Context: an optimization exercise on an open-source flow, tuned for small area. The choices shown serve that exercise and are no tape-out recipe.
At most, simulation tests tie the RTL to the original design; equivalence was not proved.
No driver is modelled on the clock port, so clocking that relies on it looks cheaper here than on a real chip.
Power and IR drop assume default switching activity.

Setup of lane 1:
// segcodec
module segcodec (
    input             clk,
    input             rst,
    input             h_req,
    input             h_we,
    input      [1:0]  h_size,     
    input      [12:0] h_addr,
    input      [31:0] h_wdata,
    output            h_done,
    output reg        h_err,
    output reg [31:0] h_rdata,
    output reg        mem_en,
    output reg        mem_we,
    output reg [3:0]  mem_be,
    output reg [8:0]  mem_addr,
    output reg [31:0] mem_wdata,
    input      [31:0] mem_rdata
);
export LEC_CHECK = 0
export ABC_AREA = 1
export CAP_MARGIN = 20
export CORE_MARGIN = 2
export CORE_UTILIZATION = 45
export GPL_TIMING_DRIVEN = 0
export SLEW_MARGIN = 20
create_clock -name core_clock -period 6.0 [get_ports {clk}]
standard.sh (not shown) runs the stock make flow with config.mk's settings and CLKGATE_MAP_FILE= SYNTH_SCRIPT=/design/flow/synth_recipe.tcl, a recipe that flattens the netlist after the stock synthesis.
==> flow/flow/run.sh <==
#!/bin/bash
# Standard ORFS layout (the standard.sh) with three changes:
#  - minimum-size port buffers (buf_1) instead of the resizer's pick,
#  - a small balanced clock tree built by hand before CTS (flow/clocktree.tcl):
#    one root buffer and ten leaf buffers (TritonCTS then skips the net),
#  - an area-targeted ABC restructuring of the combinational logic after
#    floorplan (registers are left as synthesised).
set -euo pipefail
here=$(pwd)
export BUFFER_PORTS_ARGS="-buffer_cell sky130_fd_sc_hd__buf_1"
export CTS_ARGS="-sink_clustering_enable -repair_clock_nets -dont_use_dummy_load -buf_list {sky130_fd_sc_hd__clkbuf_4 sky130_fd_sc_hd__clkbuf_8}"
export PRE_CTS_TCL="$here/flow/clocktree.tcl"
export CLOCK_LEAVES=10
export CLOCK_LEAF_CELL=sky130_fd_sc_hd__clkbuf_8
export CLOCK_ROOT_CELL=sky130_fd_sc_hd__clkbuf_8
export POST_FLOORPLAN_TCL="$here/flow/restructure.tcl"
export RESTRUCTURE_DIR="$here/restructure"
mkdir -p "$RESTRUCTURE_DIR"
python3 flow/filter_lib.py "$FLOW_HOME/platforms/sky130hd/lib/sky130_fd_sc_hd__tt_025C_1v80.lib" "$RESTRUCTURE_DIR/abc.lib" > filter_lib.log 2>&1
bash standard.sh > standard.log 2>&1
Other scripts of this flow, unchanged in this note and not shown: flow/flow/clocktree.tcl, flow/flow/filter_lib.py, flow/flow/restructure.tcl
Looking at the reports, lane 1 completed the entire flow and the layout it produced met the timing, design-rule and antenna checks.
The following lists how lane 2 was set up differently from lane 1:
-- flow/design.v --
<<< lane 1, line 20
                     S_RST = 3'd5;
    reg [2:0]  state;
    reg [3:0]  lastop;      
    reg [2:0]  cause;
>>> lane 2, line 20
                     S_RST = 3'd5;
    reg [2:0]  state;
    reg [2:0]  tx_flags;    
    reg [10:0] tx_len;
    reg [5:0]  tx_seq;
    reg [5:0]  tx_ackn;
    reg [3:0]  lastop;      
    reg [2:0]  cause;
<<< lane 1, line 25
    reg [31:0] rxr;         
    reg [15:0] csum_r;      
    reg [15:0] s0, s1, s2, s3;    
    reg [13:0] p;           
    reg        cy;          
>>> lane 2, line 29
    reg [31:0] rxr;         
    reg [15:0] csum_r;      
    reg [15:0] ra, rb;      
    reg [13:0] p;           
    reg        cy;          
<<< lane 1, line 34
    wire st_fin   = (state == S_FIN);
    assign h_done = (state == S_DONE);
    wire [31:0] tx_hdr = {2'b01, s2[13:0], s1};
    wire        err    = |cause;
    wire        valid  = (lastop == 4'd2) && (cause == 3'd0);
>>> lane 2, line 38
    wire st_fin   = (state == S_FIN);
    assign h_done = (state == S_DONE);
    wire [31:0] tx_hdr = {2'b01, tx_flags, tx_len, 2'b00, tx_seq, 2'b00, tx_ackn};
    wire        err    = |cause;
    wire        valid  = (lastop == 4'd2) && (cause == 3'd0);
<<< lane 1, line 44
    always @(*) h_err = !(is_reg || is_frame);
    wire       ph31   = &p[4:0];
    wire [1:0] a_ph   = (h_addr[4:2] == 3'd5) ? 2'd2 : (h_addr[4:2] == 3'd2) ? 2'd1 : 2'd3;
    wire       act    = st_idle && h_req && (&p[4:2]) && (p[1:0] == a_ph);
    wire [15:0] rx_size = s0;
    wire [15:0] cs_len  = s3;
    wire [10:0] tx_len  = s2[10:0];
    wire       reg_wr = act && is_reg && h_we;
    wire       cmd_wr = reg_wr && (h_addr[4:2] == 3'd0);
>>> lane 2, line 48
    always @(*) h_err = !(is_reg || is_frame);
    wire       ph31   = &p[4:0];
    wire       a_rs   = (h_addr[4:2] == 3'd5);           
    wire       act    = st_idle && h_req && (&p[4:1]) && (p[0] != a_rs);
    wire [15:0] rx_size = ra;
    wire [15:0] cs_len  = rb;
    wire       reg_wr = act && is_reg && h_we;
    wire       cmd_wr = reg_wr && (h_addr[4:2] == 3'd0);
<<< lane 1, line 89
    end
    wire rbit = rbyte[c[2:0]];
    wire [10:0] nsel     = is_enc ? (s3[10:0] + 11'd6) : is_cs ? s0[10:0] : 11'd1446;
    wire        lt_now   = idx < nsel;
    reg         lt_q;
    wire        lt       = (p[1:0] == 2'd0) ? lt_now : lt_q;
    always @(posedge clk) lt_q <= lt;
    wire        f45      = (idx[10:1] == 10'd2);
    wire        keep     = lt && !(is_enc && f45);
>>> lane 2, line 92
    end
    wire rbit = rbyte[c[2:0]];
    wire [10:0] nsel     = is_enc ? (tx_len + 11'd6) : is_cs ? ra[10:0] : 11'd1446;
    wire        lt_now   = idx < nsel;
    reg         lt_q;
    always @(posedge clk) lt_q <= lt_now;
    wire        lt       = p[0] ? lt_q : lt_now;
    wire        f45      = (idx[10:1] == 10'd2);
    wire        keep     = lt && !(is_enc && f45);
<<< lane 1, line 117
            3'd0: h_rdata = 32'd0;
            3'd1: h_rdata = status;
            3'd2: h_rdata = {2'b01, s1[13:0], s0};    
            3'd3: h_rdata = rx_hdr;
            3'd4: h_rdata = {16'd0, csum_r};
            3'd5: h_rdata = {16'd0, s0};    
            3'd6: h_rdata = {16'd0, s0};    
            default: h_rdata = {21'd0, plen};
        endcase
>>> lane 2, line 120
            3'd0: h_rdata = 32'd0;
            3'd1: h_rdata = status;
            3'd2: h_rdata = tx_hdr;
            3'd3: h_rdata = rx_hdr;
            3'd4: h_rdata = {16'd0, csum_r};
            3'd5: h_rdata = {16'd0, ra};    
            3'd6: h_rdata = {16'd0, ra};    
            default: h_rdata = {21'd0, plen};
        endcase
<<< lane 1, line 128
        csum_r <= {(st_rst || st_prime) ? 1'b0 : s ^ inv, csum_r[15:1]};
        rxr    <= {cap ? rbit : rxr[0], rxr[31:1]};
        s0     <= st_rst ? 16'd0 :
                  (reg_wr && ((h_addr[4:2] == 3'd5) || (h_addr[4:2] == 3'd6))) ? h_wdata[15:0] :
                  (reg_wr && (h_addr[4:2] == 3'd2)) ? (h_wdata[15:0] & 16'h3F3F) : s3;
        s1     <= (reg_wr && (h_addr[4:2] == 3'd2)) ? {2'b00, h_wdata[29:16]} : s0;
        s2     <= s1;
        s3     <= s2;
    end
    always @(posedge clk) begin
        if (rst) begin
            state    <= S_RST;
            lastop   <= 4'd0;
            cause    <= 3'd0;
>>> lane 2, line 131
        csum_r <= {(st_rst || st_prime) ? 1'b0 : s ^ inv, csum_r[15:1]};
        rxr    <= {cap ? rbit : rxr[0], rxr[31:1]};
        ra     <= st_rst ? 16'd0 : (reg_wr && ((h_addr[4:2] == 3'd5) || (h_addr[4:2] == 3'd6)))
                                ? h_wdata[15:0] : rb;
        rb     <= ra;
    end
    always @(posedge clk) begin
        if (rst) begin
            state    <= S_RST;
            tx_flags <= 3'd0;
            tx_len   <= 11'd0;
            tx_seq   <= 6'd0;
            tx_ackn  <= 6'd0;
            lastop   <= 4'd0;
            cause    <= 3'd0;
<<< lane 1, line 155
                                cause  <= cause0;
                                if (opw == 4'd2) rxv <= 1'b0;
                            end
                            default: ;
>>> lane 2, line 159
                                cause  <= cause0;
                                if (opw == 4'd2) rxv <= 1'b0;
                            end
                            3'd2: begin
                                tx_flags <= h_wdata[29:27];
                                tx_len   <= h_wdata[26:16];
                                tx_seq   <= h_wdata[13:8];
                                tx_ackn  <= h_wdata[5:0];
                            end
                            default: ;
Results
For lane 2, the beginning of the critical path was state[2]$_SDFFE_PP1P_, unlike lane 1, where it was s3[4]$_DFF_P_. Compared with lane 1, in lane 2 post-route fraction of the period consumed by the critical path has remained practically unchanged, wire length picked up an extra 4.3%, fraction of final layout cells with drive strength greater than 1 lost 0.19 points, multi-input combinational cell count moved up, switching share of power increased 0.59 points. Per the comparison of lane 2 with lane 1, combinational group power saw little to no change, final worst hold slack saw an increase. There was hardly any difference in worst-skew pair later-pin latency between lane 2 and lane 1. Lane 2 has highest ir drop seen on vdd above what lane 1 had. As far as post-route worst setup slack is concerned, lane 1 and lane 2 perform about the same. From lane 1 to lane 2 the numbers moved as follows: sequential share of layout area lower; sum of met3 wire segment lengths after detailed routing shows an increase of 810 um. The total global-route track usage in lane 2 was higher than what lane 1 gave.
No functional check of the RTL was part of lane 1.

* * *

## the reference run
RTL: one of the versions met above, not the one the previous note started from.
Size: about 1000 cells after synthesis, roughly 130 flip-flops, about 160 I/O pins.
clock: 6.0 ns
lec_check: 0
abc_area: 1
cap_margin: 20
core_margin: 2
core_utilization: 45
gpl_timing_driven: 0
slew_margin: 20
==> flow/flow/run.sh <==
#!/bin/bash
# Standard ORFS layout (the standard.sh) with three changes:
#  - minimum-size port buffers (buf_1) instead of the resizer's pick,
#  - a small balanced clock tree built by hand before CTS (flow/clocktree.tcl):
#    one root buffer and nine leaf buffers (TritonCTS then skips the net),
#  - an area-targeted ABC restructuring of the combinational logic after
#    floorplan (registers are left as synthesised).
set -euo pipefail
here=$(pwd)
export BUFFER_PORTS_ARGS="-buffer_cell sky130_fd_sc_hd__buf_1"
export CTS_ARGS="-sink_clustering_enable -repair_clock_nets -dont_use_dummy_load -buf_list {sky130_fd_sc_hd__clkbuf_4 sky130_fd_sc_hd__clkbuf_8}"
export PRE_CTS_TCL="$here/flow/clocktree.tcl"
export CLOCK_LEAVES=9
export CLOCK_LEAF_CELL=sky130_fd_sc_hd__clkbuf_8
export CLOCK_ROOT_CELL=sky130_fd_sc_hd__clkbuf_8
export POST_FLOORPLAN_TCL="$here/flow/restructure.tcl"
export RESTRUCTURE_DIR="$here/restructure"
mkdir -p "$RESTRUCTURE_DIR"
python3 flow/filter_lib.py "$FLOW_HOME/platforms/sky130hd/lib/sky130_fd_sc_hd__tt_025C_1v80.lib" "$RESTRUCTURE_DIR/abc.lib" > filter_lib.log 2>&1
bash standard.sh > standard.log 2>&1
Other scripts of this flow, unchanged in this note and not shown: flow/flow/clocktree.tcl, flow/flow/filter_lib.py, flow/flow/restructure.tcl
#### Input delta (the trial run over the reference run)
diff --git a/flow/design.v b/flow/design.v
--- a/flow/design.v
+++ b/flow/design.v
@@ -22,13 +22,12 @@
     reg [2:0]  tx_flags;    
     reg [10:0] tx_len;
     reg [5:0]  tx_seq;
     reg [5:0]  tx_ackn;
     reg [3:0]  lastop;      
     reg [2:0]  cause;
-    reg        rxv;         
     reg [31:0] rxr;         
     reg [15:0] csum_r;      
     reg [15:0] ra, rb;      
     reg [13:0] p;           
     reg        cy;          
     wire st_idle  = (state == S_IDLE);
@@ -38,12 +37,13 @@
     wire st_fin   = (state == S_FIN);
     assign h_done = (state == S_DONE);
     wire [31:0] tx_hdr = {2'b01, tx_flags, tx_len, 2'b00, tx_seq, 2'b00, tx_ackn};
     wire        err    = |cause;
     wire        valid  = (lastop == 4'd2) && (cause == 3'd0);
     wire [31:0] status = {20'd0, lastop, 1'b0, cause, 2'b00, valid, err};
+    wire        rxv    = rxr[14];    
     wire [31:0] rx_hdr = rxv ? {1'b0, 1'b1, rxr[13:0], rxr[31:16]} : 32'd0;
     wire [10:0] plen   = (rx_hdr[26:16] > 11'd1440) ? 11'd1440 : rx_hdr[26:16];
     wire is_reg   = (h_addr[12:5] == 8'd0) && (h_size == 2'd2) && (h_addr[1:0] == 2'b00);
     wire is_frame = h_addr[12] && (h_addr[11:0] < 12'h5A6) && (h_size == 2'd0);
     always @(*) h_err = !(is_reg || is_frame);
     wire       ph31   = &p[4:0];
@@ -99,12 +99,15 @@
     wire        f45      = (idx[10:1] == 10'd2);
     wire        keep     = lt && !(is_enc && f45);
     wire        in_frame = idx < 11'd1446;
     wire        wz       = st_sum && is_enc && !keep && in_frame && (c[2:0] != 3'd7);
     wire        qok      = pinc[13:5] < 9'd362;
     wire cap = st_sum && is_dec && (p[13:5] == 9'd0);
+    wire rx_kill = st_rst ||
+                   ((st_fin || (h_done && !p[0])) && (lastop == 4'd2) &&
+                    ((cause != 3'd0) || (rxr[15:14] != 2'b01)));
     wire opb = rbit & keep & st_sum;
     wire s   = csum_r[0] ^ opb ^ cy;
     wire co  = (csum_r[0] & opb) | (csum_r[0] & cy) | (opb & cy);
     always @(*) begin
         mem_en    = (act && (is_frame || (cmd_wr && enc_go))) || st_prime ||
                     (st_sum && qok) || (st_fin && is_enc);
@@ -126,13 +129,13 @@
             3'd6: h_rdata = {16'd0, ra};    
             default: h_rdata = {21'd0, plen};
         endcase
     end
     always @(posedge clk) begin
         csum_r <= {(st_rst || st_prime) ? 1'b0 : s ^ inv, csum_r[15:1]};
-        rxr    <= {cap ? rbit : rxr[0], rxr[31:1]};
+        rxr    <= {cap ? rbit : rxr[0], rxr[31:15], rxr[14] & !rx_kill, rxr[13:1]};
         ra     <= st_rst ? 16'd0 : (reg_wr && ((h_addr[4:2] == 3'd5) || (h_addr[4:2] == 3'd6)))
                                 ? h_wdata[15:0] : rb;
         rb     <= ra;
     end
     always @(posedge clk) begin
         if (rst) begin
@@ -140,13 +143,12 @@
             tx_flags <= 3'd0;
             tx_len   <= 11'd0;
             tx_seq   <= 6'd0;
             tx_ackn  <= 6'd0;
             lastop   <= 4'd0;
             cause    <= 3'd0;
-            rxv      <= 1'b0;
             p        <= 14'd0;
             cy       <= 1'b0;
         end else begin
             p  <= pinc[13:0];
             cy <= st_sum & co;
             case (state)
@@ -154,13 +156,12 @@
                     state <= go ? S_PRIME : S_DONE;
                     if (reg_wr) begin
                         case (h_addr[4:2])
                             3'd0: if (opw != 4'd0) begin
                                 lastop <= opw;
                                 cause  <= cause0;
-                                if (opw == 4'd2) rxv <= 1'b0;
                             end
                             3'd2: begin
                                 tx_flags <= h_wdata[29:27];
                                 tx_len   <= h_wdata[26:16];
                                 tx_seq   <= h_wdata[13:8];
                                 tx_ackn  <= h_wdata[5:0];
@@ -172,18 +173,15 @@
                 S_PRIME: if (ph31) state <= S_SUM;
                 S_SUM: begin
                     if (is_dec && inv && !s) cause <= 3'd2;
                     if (pend) state <= S_FIN;
                 end
                 S_FIN: begin
-                    if (is_dec && (cause == 3'd0)) begin
-                        if (rxr[15:14] != 2'b01) cause <= 3'd3;
-                        else                     rxv   <= 1'b1;
-                    end
+                    if (is_dec && (cause == 3'd0) && (rxr[15:14] != 2'b01)) cause <= 3'd3;
                     state <= S_DONE;
                 end
-                S_RST: if (&p[3:0]) state <= S_IDLE;
+                S_RST: if (ph31) state <= S_IDLE;
                 default: state <= S_IDLE;
             endcase
         end
     end
 endmodule
==> comparison <==
~same adder-cell share of the synthesized area in the reference run and the trial run. Going from the reference run to the trial run, worst path arrival time shrinks by 0.05 ns. The trial run vs. the reference run: smallest hold slack dropped 0.0038 ns; pre-CTS worst setup slack went up 0.61 ns; final period demand of the worst path moved down. Diff the reference run -> the trial run: sequential share of power neither gained nor lost much; power lost 1.0%. The trial run: leakage power of the design is 0.052 nW lower than what the reference run reported.

## port drivers added, routing unchanged
The flow's constraints put no driver on any port. The routed layouts listed below were extracted and timed again, unchanged, in two steps.
Step 1 sets driving cells, clkbuf_16 on the clock port and buf_2 on the other inputs (assumed; they add their load-dependent delay and slew).
Step 2 moves the port delays by t, midway between the first and last clock arrival at a register: inputs arrive t later, outputs are due t later. That takes back most of the time a late clock gives input paths.
a / b / c = ideal ports / drivers / drivers and shift; a / b = the first two.
| run | shift t [ns] | slack for setup (ns) | latest minus earliest clock arrival (ns) | worst data-port slew with drivers (ns) |
|---|---|---|---|---|
| lane 1 | 0.462 | 0.262 / 0.226 / 0.335 | 0.018 / 0.018 | 0.04 |
| lane 2 | 0.462 | 0.264 / 0.225 / 0.552 | 0.018 / 0.018 | 0.04 |
| the reference run | 0.442 | 0.331 / 0.294 / 0.539 | 0.014 / 0.015 | 0.04 |
| the trial run | 0.451 | 0.377 / 0.339 / 0.466 | 0.023 / 0.023 | 0.05 |
After both steps setup and hold are still met in every run listed.
